Context: an optimization exercise on an open-source flow, tuned for small area, a short achievable clock period and few clock cycles. The choices shown serve that exercise and are no tape-out recipe. The RTL was checked by simulation tests, not by an equivalence proof against the original design. Power figures rest on the tool's default switching activity, not on a simulated workload.

--- design.v ---
module cfw128 (
    input  wire        clk,
    input  wire        rst,       
    input  wire        req,
    input  wire        we,
    input  wire [31:0] addr,
    input  wire [63:0] wdata,
    output wire        ack,
    output wire        err,
    output reg  [63:0] rdata
);
    localparam [2:0] RK_NONE = 3'd0, RK_COMPLETE = 3'd1, RK_OVERFLOW = 3'd2,
                     RK_WRAP = 3'd3, RK_EMPTY = 3'd4;
    reg [63:0]  opnd;
    reg [127:0] acc;
    reg [7:0]   tzcnt;
    reg [2:0]   kcfg;            
    reg [2:0]   skcfg;           
    reg         st_valid, sk_valid;
    reg [63:0]  start_r, end_r;
    reg [63:0]  cursor;
    reg [63:0]  pos;             
    reg         ovf;
    reg [1:0]   errc;
    reg [2:0]   rkind;
    reg         busy;
    reg [63:0]  st_mem [0:15];   
    reg [7:0]   sk_mem [0:15];
    reg [15:0]  st_small;        
    reg         ack_q, err_q;
    reg         cmd_wait;        
    reg [13:0]  rsel;            
    reg [3:0]   ridx;            
    assign ack = ack_q;
    assign err = err_q;
    localparam [1:0] V_INIT = 2'd0, V_RUN = 2'd1, V_ENG = 2'd2;
    reg [1:0]   vst;
    localparam [1:0] SK_WALK = 2'd0, SK_READY = 2'd1, SK_END = 2'd2, SK_WRAP = 2'd3;
    reg [1:0]   skst;
    reg [3:0]   r9;              
    reg [7:0]   nxt_m;           
    reg [31:0]  nxt_o;
    reg         nxt_small;
    localparam [2:0] E_IDLE = 3'd0, E_HLO = 3'd1, E_HHI = 3'd2, E_OLO = 3'd3,
                     E_OHI = 3'd4, E_RTZ = 3'd5, E_DONE = 3'd6;
    localparam [1:0] EOP_FS = 2'd0, EOP_MUL = 2'd1, EOP_ADD = 2'd2, EOP_RTZ = 2'd3;
    reg [2:0]   est;
    reg [1:0]   eop;
    reg [1:0]   eb;              
    reg         efirst;
    reg         eov;
    reg [127:0] P;
    reg [7:0]   sv;              
    reg [7:0]   c8;              
    reg [7:0]   ecnt;            
    wire eng_on = (est != E_IDLE);
    function [3:0] mod9_64(input [63:0] n);
        reg [9:0] s1;
        reg [6:0] s2;
        reg [6:0] s3;
        reg [6:0] r;
        integer i;
        begin
            s1 = 10'd0;
            for (i = 0; i < 10; i = i + 1)
                s1 = s1 + {4'd0, n[6*i +: 6]};
            s1 = s1 + {6'd0, n[63:60]};
            s2 = {1'b0, s1[5:0]} + {3'd0, s1[9:6]};
            s3 = {1'b0, s2[5:0]} + {6'd0, s2[6]};
            r = s3 % 7'd9;
            mod9_64 = r[3:0];
        end
    endfunction
    function [3:0] mod9_8(input [7:0] n);
        reg [8:0] r;
        begin
            r = {1'b0, n} % 9'd9;
            mod9_8 = r[3:0];
        end
    endfunction
    function [2:0] ctz8(input [7:0] v);
        begin
            casez (v)
                8'b???????1: ctz8 = 3'd0;
                8'b??????10: ctz8 = 3'd1;
                8'b?????100: ctz8 = 3'd2;
                8'b????1000: ctz8 = 3'd3;
                8'b???10000: ctz8 = 3'd4;
                8'b??100000: ctz8 = 3'd5;
                8'b?1000000: ctz8 = 3'd6;
                default:     ctz8 = 3'd7;
            endcase
        end
    endfunction
    wire [3:0]   kmask = (kcfg <= 3'd1) ? 4'b0001 :
                         (kcfg == 3'd2) ? 4'b0011 :
                         (kcfg == 3'd3) ? 4'b0111 : 4'b1111;
    wire [3:0]   lmask = (skcfg == 3'd0) ? 4'b0000 :
                         (skcfg == 3'd1) ? 4'b0001 :
                         (skcfg == 3'd2) ? 4'b0011 :
                         (skcfg == 3'd3) ? 4'b0111 : 4'b1111;
    wire [127:0] accK = acc >> kcfg;
    wire [3:0]   acc_idx = acc[3:0] & kmask;
    wire [63:0]  stb = st_mem[acc_idx];
    wire         stb_small = st_small[acc_idx];
    wire [3:0]   sk_idx  = busy ? (pos[5:2] & lmask) : ridx;
    wire [7:0]   sk_e    = sk_mem[sk_idx];
    wire [64:0]  sk_sum  = {1'b0, pos} + {57'd0, sk_e};
    wire [63:0]  sk_n    = sk_sum[63:0];
    wire [3:0]   sk_e9   = mod9_8(sk_e);
    wire [4:0]   r9_a    = {1'b0, r9} + {1'b0, sk_e9} + (sk_sum[64] ? 5'd2 : 5'd0);
    wire [4:0]   r9_b    = (r9_a >= 5'd18) ? r9_a - 5'd18 : (r9_a >= 5'd9) ? r9_a - 5'd9 : r9_a;
    wire [3:0]   r9_n    = r9_b[3:0];
    wire         sk_forb = (r9_n == 4'd2) || (r9_n == 4'd4) || (r9_n == 4'd5) || (r9_n == 4'd8);
    wire [3:0]   sta_idx = eng_on ? acc_idx : busy ? (sk_n[3:0] & kmask) : ridx;
    wire [63:0]  sta = st_mem[sta_idx];
    wire         sta_small = st_small[sta_idx];
    wire         below   = (acc[127:64] == 64'd0) && (acc[63:0] < cursor);
    wire         run     = busy && (vst == V_RUN);
    wire         consume = run && below && (skst == SK_READY);
    wire [63:0]  posK = pos >> kcfg;
    wire [127:0] ex128 = (eop == EOP_MUL) ? acc : accK;
    wire [31:0]  em32  = (eop == EOP_MUL) ? opnd[31:0] : sta[31:0];
    wire [7:0]   emb   = em32[8*eb +: 8];
    reg  [63:0]  e_x;
    reg  [7:0]   e_m;
    reg  [63:0]  e_y;
    reg  [7:0]   e_z;
    always @(*) begin
        e_x = 64'd0; e_m = 8'd0; e_y = 64'd0; e_z = 8'd0;
        case (est)
            E_HLO: begin
                e_x = ex128[63:0]; e_m = emb;
                e_y = efirst ? 64'd0 : {P[55:0], 8'd0};
            end
            E_HHI: begin
                e_x = ex128[127:64]; e_m = emb;
                e_y = efirst ? 64'd0 : {P[119:64], sv};
                e_z = c8;
            end
            E_OLO: begin
                e_x = (eop == EOP_ADD) ? opnd : {32'd0, sta[63:32]};
                e_m = 8'd1;
                e_y = P[63:0];
            end
            E_OHI: begin
                e_y = P[127:64];
                e_z = c8;
            end
            default: ;
        endcase
    end
    wire [63:0]  mx = consume ? posK  : eng_on ? e_x : accK[63:0];
    wire [7:0]   mm = consume ? nxt_m : eng_on ? e_m : stb[7:0];
    wire [63:0]  my = consume ? {32'd0, nxt_o} : eng_on ? e_y : {32'd0, stb[63:32]};
    wire [7:0]   mz = eng_on ? e_z : 8'd0;
    wire [71:0]  q  = mx * mm + my + mz;
    wire [2:0]   qt = ctz8(q[7:0]);
    wire [71:0]  qr = q >> qt;
    wire         q_lowset = (q[7:0] != 8'd0);
    wire         fast_ok  = consume ? (nxt_small & q_lowset)
                                    : (stb_small & q_lowset & (accK[127:64] == 64'd0));
    always @(*) begin
        rdata = ({64{rsel[0]}}  & {53'd0, rkind, 2'b00, errc, 2'b00, ovf, busy})
              | ({64{rsel[1]}}  & opnd)
              | ({64{rsel[2]}}  & acc[63:0])
              | ({64{rsel[3]}}  & acc[127:64])
              | ({64{rsel[4]}}  & {56'd0, tzcnt})
              | ({64{rsel[5]}}  & {61'd0, kcfg})
              | ({64{rsel[6]}}  & {61'd0, skcfg})
              | ({64{rsel[7]}}  & {62'd0, sk_valid, st_valid})
              | ({64{rsel[8]}}  & start_r)
              | ({64{rsel[9]}}  & end_r)
              | ({64{rsel[10]}} & pos)
              | ({64{rsel[11]}} & cursor)
              | ({64{rsel[12]}} & sta)
              | ({64{rsel[13]}} & {56'd0, sk_e});
    end
    wire        newacc  = req && !ack_q && !cmd_wait;
    wire        misal   = (addr[2:0] != 3'd0);
    wire        in_reg  = (addr[31:12] == 20'd0);
    wire [8:0]  reg_idx = addr[11:3];
    wire        in_st   = (addr[31:23] == 9'b0000_0001_0) && (addr[22:7] == 16'd0);
    wire        in_sk   = addr[31] && (addr[30:7] == 24'd0);
    wire [3:0]  tab_idx = addr[6:3];
    wire        wr      = newacc && !misal && we && !busy;
    wire        wr_reg  = wr && in_reg;
    wire        wr_cmd  = wr_reg && (reg_idx == 9'h00);
    wire        cmd_hi  = (wdata[63:8] != 56'd0);
    wire [7:0]  opc     = wdata[7:0];
    wire        cmd_eng = !cmd_hi && ((opc == 8'd1) || (opc == 8'd3) ||
                                      ((opc == 8'd2) && (opnd[63:32] == 32'd0)) ||
                                      ((opc == 8'd4) && st_valid));
    wire        wclamp  = (wdata[63:3] != 61'd0) || (wdata[2] && (wdata[1:0] != 2'd0));
    always @(posedge clk) begin
        if (!rst && wr && in_st) begin
            st_mem[tab_idx]   <= wdata;
            st_small[tab_idx] <= (wdata[31:8] == 24'd0);
        end
        if (!rst && wr && in_sk)
            sk_mem[tab_idx] <= wdata[7:0];
    end
    always @(posedge clk) begin
        if (rst) begin
            opnd     <= 64'd0;
            acc      <= 128'd0;
            tzcnt    <= 8'd0;
            kcfg     <= 3'd0;
            skcfg    <= 3'd0;
            st_valid <= 1'b0;
            sk_valid <= 1'b0;
            start_r  <= 64'd0;
            end_r    <= 64'd0;
            cursor   <= 64'd0;
            pos      <= 64'd0;
            ovf      <= 1'b0;
            errc     <= 2'd0;
            rkind    <= RK_NONE;
            busy     <= 1'b0;
            ack_q    <= 1'b0;
            err_q    <= 1'b0;
            cmd_wait <= 1'b0;
            rsel     <= 14'd0;
            ridx     <= 4'd0;
            vst      <= V_INIT;
            skst     <= SK_WALK;
            r9       <= 4'd0;
            nxt_m    <= 8'd0;
            nxt_o    <= 32'd0;
            nxt_small <= 1'b0;
            est      <= E_IDLE;
            eop      <= EOP_FS;
            eb       <= 2'd0;
            efirst   <= 1'b0;
            eov      <= 1'b0;
            P        <= 128'd0;
            sv       <= 8'd0;
            c8       <= 8'd0;
            ecnt     <= 8'd0;
        end else begin
            if (ack_q) begin
                ack_q <= 1'b0;
                err_q <= 1'b0;
            end else if (newacc) begin
                rsel <= 14'd0;
                ridx <= tab_idx;
                if (misal) begin
                    err_q <= 1'b1;
                    ack_q <= 1'b1;
                end else if (!we) begin
                    ack_q <= 1'b1;
                    if (in_reg) begin
                        case (reg_idx)
                            9'h01: rsel <= 14'h0001;
                            9'h02: rsel <= 14'h0002;
                            9'h03: rsel <= 14'h0004;
                            9'h04: rsel <= 14'h0008;
                            9'h05: rsel <= 14'h0010;
                            9'h06: rsel <= 14'h0020;
                            9'h07: rsel <= 14'h0040;
                            9'h08: rsel <= 14'h0080;
                            9'h09: rsel <= 14'h0100;
                            9'h0a: rsel <= 14'h0200;
                            9'h0b: rsel <= 14'h0400;
                            9'h0c: rsel <= 14'h0800;
                            default: ;
                        endcase
                    end else if (in_st) begin
                        rsel <= 14'h1000;
                    end else if (in_sk) begin
                        rsel <= 14'h2000;
                    end
                end else if (wr_cmd && cmd_eng) begin
                    cmd_wait <= 1'b1;
                end else begin
                    ack_q <= 1'b1;
                end
            end
            if (wr_reg) begin
                case (reg_idx)
                    9'h00: begin
                        if (cmd_hi) begin
                            errc <= 2'd1;
                            ovf  <= 1'b0;
                        end else begin
                            case (opc)
                                8'd0: begin
                                    errc <= 2'd0;
                                    ovf  <= 1'b0;
                                end
                                8'd1: begin
                                    est <= E_OLO;
                                    eop <= EOP_ADD;
                                    eov <= 1'b0;
                                    P   <= acc;
                                end
                                8'd2: begin
                                    if (opnd[63:32] != 32'd0) begin
                                        errc <= 2'd2;
                                        ovf  <= 1'b0;
                                    end else begin
                                        est    <= E_HLO;
                                        eop    <= EOP_MUL;
                                        eb     <= 2'd3;
                                        efirst <= 1'b1;
                                        eov    <= 1'b0;
                                    end
                                end
                                8'd3: begin
                                    est  <= E_RTZ;
                                    eop  <= EOP_RTZ;
                                    eov  <= 1'b0;
                                    P    <= acc;
                                    ecnt <= 8'd0;
                                end
                                8'd4: begin
                                    if (!st_valid) begin
                                        errc <= 2'd3;
                                        ovf  <= 1'b0;
                                    end else begin
                                        est    <= E_HLO;
                                        eop    <= EOP_FS;
                                        eb     <= 2'd3;
                                        efirst <= 1'b1;
                                        eov    <= 1'b0;
                                        ecnt   <= 8'd0;
                                    end
                                end
                                8'd5: begin
                                    errc <= 2'd0;
                                    ovf  <= 1'b0;
                                    if (!st_valid || !sk_valid) begin
                                        pos   <= 64'd0;
                                        rkind <= RK_EMPTY;
                                    end else begin
                                        cursor <= start_r | 64'd3;
                                        rkind  <= RK_NONE;
                                        busy   <= 1'b1;
                                        vst    <= V_INIT;
                                    end
                                end
                                default: begin
                                    errc <= 2'd1;
                                    ovf  <= 1'b0;
                                end
                            endcase
                        end
                    end
                    9'h02: opnd        <= wdata;
                    9'h03: acc[63:0]   <= wdata;
                    9'h04: acc[127:64] <= wdata;
                    9'h06: kcfg  <= wclamp ? 3'd4 : wdata[2:0];
                    9'h07: skcfg <= wclamp ? 3'd4 : wdata[2:0];
                    9'h08: begin
                        st_valid <= wdata[0];
                        sk_valid <= wdata[1];
                    end
                    9'h09: start_r <= wdata;
                    9'h0a: end_r   <= wdata;
                    default: ;
                endcase
            end
            case (est)
                E_HLO: begin
                    P[63:0] <= q[63:0];
                    c8      <= q[71:64];
                    sv      <= P[63:56];
                    est     <= E_HHI;
                end
                E_HHI: begin
                    P[127:64] <= q[63:0];
                    if ((q[71:64] != 8'd0) || (!efirst && (P[127:120] != 8'd0)))
                        eov <= 1'b1;
                    efirst <= 1'b0;
                    eb     <= eb - 2'd1;
                    if (eb != 2'd0)
                        est <= E_HLO;
                    else if (eop == EOP_FS)
                        est <= E_OLO;
                    else
                        est <= E_DONE;
                end
                E_OLO: begin
                    P[63:0] <= q[63:0];
                    c8      <= q[71:64];
                    est     <= E_OHI;
                end
                E_OHI: begin
                    P[127:64] <= q[63:0];
                    if (q[71:64] != 8'd0)
                        eov <= 1'b1;
                    est <= (eop == EOP_FS) ? E_RTZ : E_DONE;
                end
                E_RTZ: begin
                    if (eov) begin
                        est <= E_DONE;
                    end else if (P == 128'd0) begin
                        ecnt <= 8'd128;
                        est  <= E_DONE;
                    end else if (P[7:0] == 8'd0) begin
                        P    <= {8'd0, P[127:8]};
                        ecnt <= ecnt + 8'd8;
                    end else if (!P[0]) begin
                        P    <= {1'b0, P[127:1]};
                        ecnt <= ecnt + 8'd1;
                    end else begin
                        est <= E_DONE;
                    end
                end
                E_DONE: begin
                    est <= E_IDLE;
                    if (busy) begin
                        if (eov) begin
                            pos   <= cursor - 64'd1;
                            rkind <= RK_OVERFLOW;
                            ovf   <= 1'b1;
                            busy  <= 1'b0;
                        end else begin
                            acc   <= P;
                            tzcnt <= ecnt;
                            vst   <= V_RUN;
                        end
                    end else begin
                        cmd_wait <= 1'b0;
                        ack_q    <= 1'b1;
                        errc     <= 2'd0;
                        case (eop)
                            EOP_RTZ: begin
                                ovf   <= 1'b0;
                                acc   <= P;
                                tzcnt <= ecnt;
                            end
                            EOP_FS: begin
                                ovf <= eov;
                                if (!eov) begin
                                    acc   <= P;
                                    tzcnt <= ecnt;
                                end
                            end
                            default: begin
                                ovf <= eov;
                                if (!eov)
                                    acc <= P;
                            end
                        endcase
                    end
                end
                default: ;
            endcase
            if (busy) begin
                case (vst)
                    V_INIT: begin
                        if (cursor > end_r) begin
                            pos   <= end_r;
                            rkind <= RK_COMPLETE;
                            busy  <= 1'b0;
                        end else begin
                            acc  <= {64'd0, cursor};
                            pos  <= cursor;
                            r9   <= mod9_64(cursor);
                            skst <= SK_WALK;
                            vst  <= V_RUN;
                        end
                    end
                    V_RUN: begin
                        if (below) begin
                            case (skst)
                                SK_READY: begin
                                    cursor <= pos;
                                    if (fast_ok) begin
                                        acc   <= {56'd0, qr};
                                        tzcnt <= {5'd0, qt};
                                    end else begin
                                        acc <= {64'd0, pos};
                                    end
                                end
                                SK_END: begin
                                    cursor <= pos;
                                    pos    <= end_r;
                                    rkind  <= RK_COMPLETE;
                                    busy   <= 1'b0;
                                end
                                SK_WRAP: begin
                                    cursor <= pos;
                                    pos    <= cursor;
                                    rkind  <= RK_WRAP;
                                    busy   <= 1'b0;
                                end
                                default: ;
                            endcase
                        end else if (fast_ok) begin
                            acc   <= {56'd0, qr};
                            tzcnt <= {5'd0, qt};
                        end else begin
                            vst    <= V_ENG;
                            est    <= E_HLO;
                            eop    <= EOP_FS;
                            eb     <= 2'd3;
                            efirst <= 1'b1;
                            eov    <= 1'b0;
                            ecnt   <= 8'd0;
                        end
                    end
                    default: ;
                endcase
                if (vst == V_RUN && (skst == SK_WALK || consume)) begin
                    if (sk_n < (consume ? pos : cursor)) begin
                        skst <= SK_WRAP;
                    end else begin
                        pos <= sk_n;
                        r9  <= r9_n;
                        nxt_m     <= sta[7:0];
                        nxt_o     <= sta[63:32];
                        nxt_small <= sta_small;
                        if (!sk_forb)
                            skst <= (sk_n > end_r) ? SK_END : SK_READY;
                        else
                            skst <= SK_WALK;
                    end
                end
            end
        end
    end
endmodule
--- run.sh ---
#!/bin/bash
# synth_recipe.tcl (not shown) runs the flow's synth.tcl, then flattens the netlist and writes it again
# the make line also repeats each setting of config.mk as NAME=value (left out here)
make -C /OpenROAD-flow-scripts/flow DESIGN_CONFIG=/design/flow/config.mk WORK_HOME=/design/flow/orfs CLKGATE_MAP_FILE= SYNTH_SCRIPT=/design/flow/synth_recipe.tcl finish
--- config.mk ---
export PLATFORM = sky130hd
export DESIGN_NAME = cfw128
export DESIGN_NICKNAME = cfw128
export VERILOG_FILES = /design/flow/design.v
export SDC_FILE = /design/flow/constraint.sdc
export NUM_CORES = 8
export LEC_CHECK = 0
export CAP_MARGIN = 30
export CORE_MARGIN = 2
export CORE_UTILIZATION = 40
export SLEW_MARGIN = 20
--- constraint.sdc ---
create_clock -name core_clock -period 28.0 [get_ports {clk}]
set_input_delay 5.6000 -clock core_clock [delete_from_list [all_inputs] [get_ports {clk}]]
set_output_delay 5.6000 -clock core_clock [all_outputs]
set_load 0.01 [all_outputs]
==> reports/qor.yml <==
clock_tree:
  cts_setup_buffers: 0
  path_clk_slew_ns: 0.06
  clockBufferDepth: 4
  cts_root_buf: "clkbuf_16"
  cts_buffers: 206
  cts_tree: "done"
  cts_resized: 0
  cts_sinks: 1870
  insertion_delay_ns: 0.95
  cts_max_level: 4
  cts_hold_buf: 0
setup_path:
  end_kind: "flop"
  r2r_slack_ns: 10.34
  critPathKind: "reg2reg"
  worstReg2RegEnd: "acc[56]$_SDFF_PP0_"
  cp-startpoint: "pos[2]$_SDFF_PP0_"
  path_max_fanout: 86
  cp.arrival_ns: 18.45
  ff2ff_path_depth: 46
  cp.required_ns: 28.79
  worst_path_max_delay_cell: "buf_4"
  r2r_start: "pos[2]$_SDFF_PP0_"
  cp-start-kind: "flop"
  crit_path_max_incr_delay_ns: 0.83
synth:
  ys_ff_latch: 1870
  synth-edff-count: 1168
  yosys.area.top_type: "edfxtp_1"
  syn_avg_cell_area_sq_um: 9.68
  synth_top_area_share: 0.254
  ys_seq_area_frac: 0.356
  ys_warn_count: 1
  synth_area_sq_mm: 0.138
  ys_dominant_reg_cell: "edfxtp_1"
  syn_inst: 14261
  synth_nets: 15331
  synth_cell_types: 101
  synth.area.top_cells: "edfxtp_1 (25%), dfxtp_1 (10%), mux4_2 (9.3%), fa_1 (7.2%), nand2_1 (5.8%)"
  synth-async-reset-ratio: 0
timing:
  fmax_ghz: 0.0566
  slew_headroom: 0.188
  finalCritPeriodShare: 0.631
  worst_pin_slew_ns: 1.22
  period_needed_ns: 17.66
  drv_slew: 0
  clock_skew_ns: 0.0841
  setup_viol: 0
  fin_tns_setup_ns: 0
  finalHoldViolCount: 0
  grt_setup_unrepaired: "false"
  fin_ws_ns: 10.34
die:
  fp.dieW_microns: 592
  die_h_microns: 592
  initial_core_util: 0.402
  coreArea_sq_mm: 0.343
  io_pins: 166
  std_cell_rows: 215
  die_area_sq_mm: 0.350
route:
  antenna_left: 0
  drc: 0
  wl_per_cell_microns: 37.2
  drtIter0Drc: 23874
  vias: 130295
  routed_wl_microns: 701000
  viasPerCell: 6.92
  drt_pass1_iterations: 17
pwr:
  peakVddDrop_uv: 130
  seqPwrFrac: 0.371
  pwr-share-comb: 0.280
  p_sw_frac: 0.363
  p_sw_uw: 2880
  internal_power_uw: 5060
  pwr-share-clk: 0.349
  power_density_mw_per_mm2: 51.7
  p_leak_uw: 0.0568
grt:
  grt_use_total: 0.390
  antenna_found_initial: 64
  grt_pass1_vias: 121283
  grt_max_degree: 168
  grt_overflow: 0
  grt_pass1_wl_microns: 967000
status:
  status: "finished clean"
placement:
  io_buffer_count: 165
  post-place-ws_ns: 10.13
  place_congestion: 1.13
  dp_hpwl_microns: 504000
min_path:
  holdPathEnd: "nxt_o[23]$_SDFFE_PP0P_"
  hold_path_class: "reg2reg"
  holdCritStartpoint: "nxt_o[23]$_SDFFE_PP0P_"
  whs_path_depth: 2
finish:
  area_delta_synth_final_pct: 11.1
  drive_gt1_frac: 0.130
  mostFrequentLayoutCells: "nand2_1 (2138), edfxtp_1 (1168), a21oi_1 (1067)"
  nNetsFinal: 15139
  layout_commonest_cell: "nand2_1"
run:
  drv_cap: 0
worst max-delay path by stage:
stage / slack [ns] / cells after the start / end
after floorplan: 15.67 / 47 / acc[56]$_SDFF_PP0_
after global placement: 10.33 / 47 / acc[56]$_SDFF_PP0_
after detailed placement: 10.13 / 47 / acc[56]$_SDFF_PP0_
after CTS: 10.02 / 47 / acc[56]$_SDFF_PP0_
after global routing: 9.56 / 46 / acc[56]$_SDFF_PP0_
final: 10.34 / 46 / acc[56]$_SDFF_PP0_
metal layers:
metal	routed length, microns	track usage	vias up
met4	68100	0.303	54
met1	250000	0.476	64139
li1	-	-	52553
met2	274000	0.531	10810
met3	108000	0.178	2739
met5	826	0.00487	-
logic make-up (layout without fill, tap and decap cells):
logic type      count (synthesis)  after routing  synth area share
mux                          1315           1315             0.148
buf+inv                      1860           1818            0.0521
compound gates               3656           3656             0.176
simple gates                 4375           4375             0.140
flops                        1870           1870             0.356
xor+xnor                      215            215            0.0138
other cells                     0             56                 0
fa+ha+maj                     970            970             0.115
state kept, by name, indices dropped and copies added (netlist names), 4 cells and up:
register	cells
st_small	16
tzcnt	8
nxt_m	8
r9	4
nxt_o	32
P	128
ecnt	8
c8	8
st_mem	1024
pos	64
sk_mem	128
sv	8
cursor	64
rsel	14
acc	128
ridx	4
end_r	64
opnd	64
start_r	64
final cells by class:
cell class / instances / area, sq um
Sequential cell: 1870 / 49200
Multi-Input combinational cell: 10531 / 82700
Inverter: 646 / 2430
Antenna cell: 56 / 140
Fill cell: 33055 / 190000
Tap cell: 4557 / 5700
Timing Repair Buffer: 814 / 6770
Clock inverter: 97 / 1040
Clock buffer: 261 / 5470
Yosys cell counts, types with 253 or more instances:
cell      number
inv_1        635
dfxtp_1      702
edfxtp_1    1168
o21ai_0      560
ha_1         475
clkbuf_1     957
nor2b_1      263
a21oi_1     1076
mux4_2       568
mux2i_1      641
nand2_1     2148
a22oi_1      253
nor2_1       976
fa_1         495
power groups by stage:
stage               Combinational (uW)  Sequential [uW]  Clock [uW]
finish                            2220             2950        2770
global route                      2250             2940        2870
CTS                               2060             2940        2770
detailed placement                2050             3000           0
global placement                  2040             3000           0
floorplan                         1170             2990           0
through the flow:
stage	cell area, sq um	hold slack, ns	utilization	instances	power, uW
6_report	153000	0.452	0.447	18832	7930
5_1_grt	153000	0.469	0.446	18784	8060
4_1_cts	153000	0.451	0.446	18753	7770
3_5_place_dp	146000	0.443	0.427	18395	5050
3_3_place_gp	146000	0.438	0.426	18367	5040
2_1_floorplan	138000	0.432	-	14261	4170
critical path, delay by kind of cell (launching register included):
family | cells | cell delay, ns
xor+xnor | 2 | 0.70
simple gates | 5 | 0.63
fa+ha+maj | 7 | 3.21
buf+inv | 9 | 4.47
flops | 1 | 0.67
compound gates | 20 | 6.27
mux | 3 | 1.21
Testbench counts, summed over its fixed seeds: cycles 81,736.

[what the ideal ports hide]
No port has a modelled driver above. Below, the same layout with a new extraction and two added sets of constraints.
Step 1 sets driving cells, clkbuf_16 on the clock port and buf_2 on the other inputs (assumed; they add their load-dependent delay and slew).
Step 2, shift: input delay + t, output delay - t, t = (earliest + latest rising clock arrival at the registers) / 2. This alone moves slack from input paths to output paths.
Three values: no drivers, after step 1, after step 2; two values: the first two.
shift t [ns]: 1.006
slack for setup (ns): 10.338 / 10.338 / 10.338
pins driven straight from the clock port: 1
After both steps setup and hold are still met in this run. The setup slack of this run moves by 0.000 ns with the drivers and by 0.000 ns with both steps.
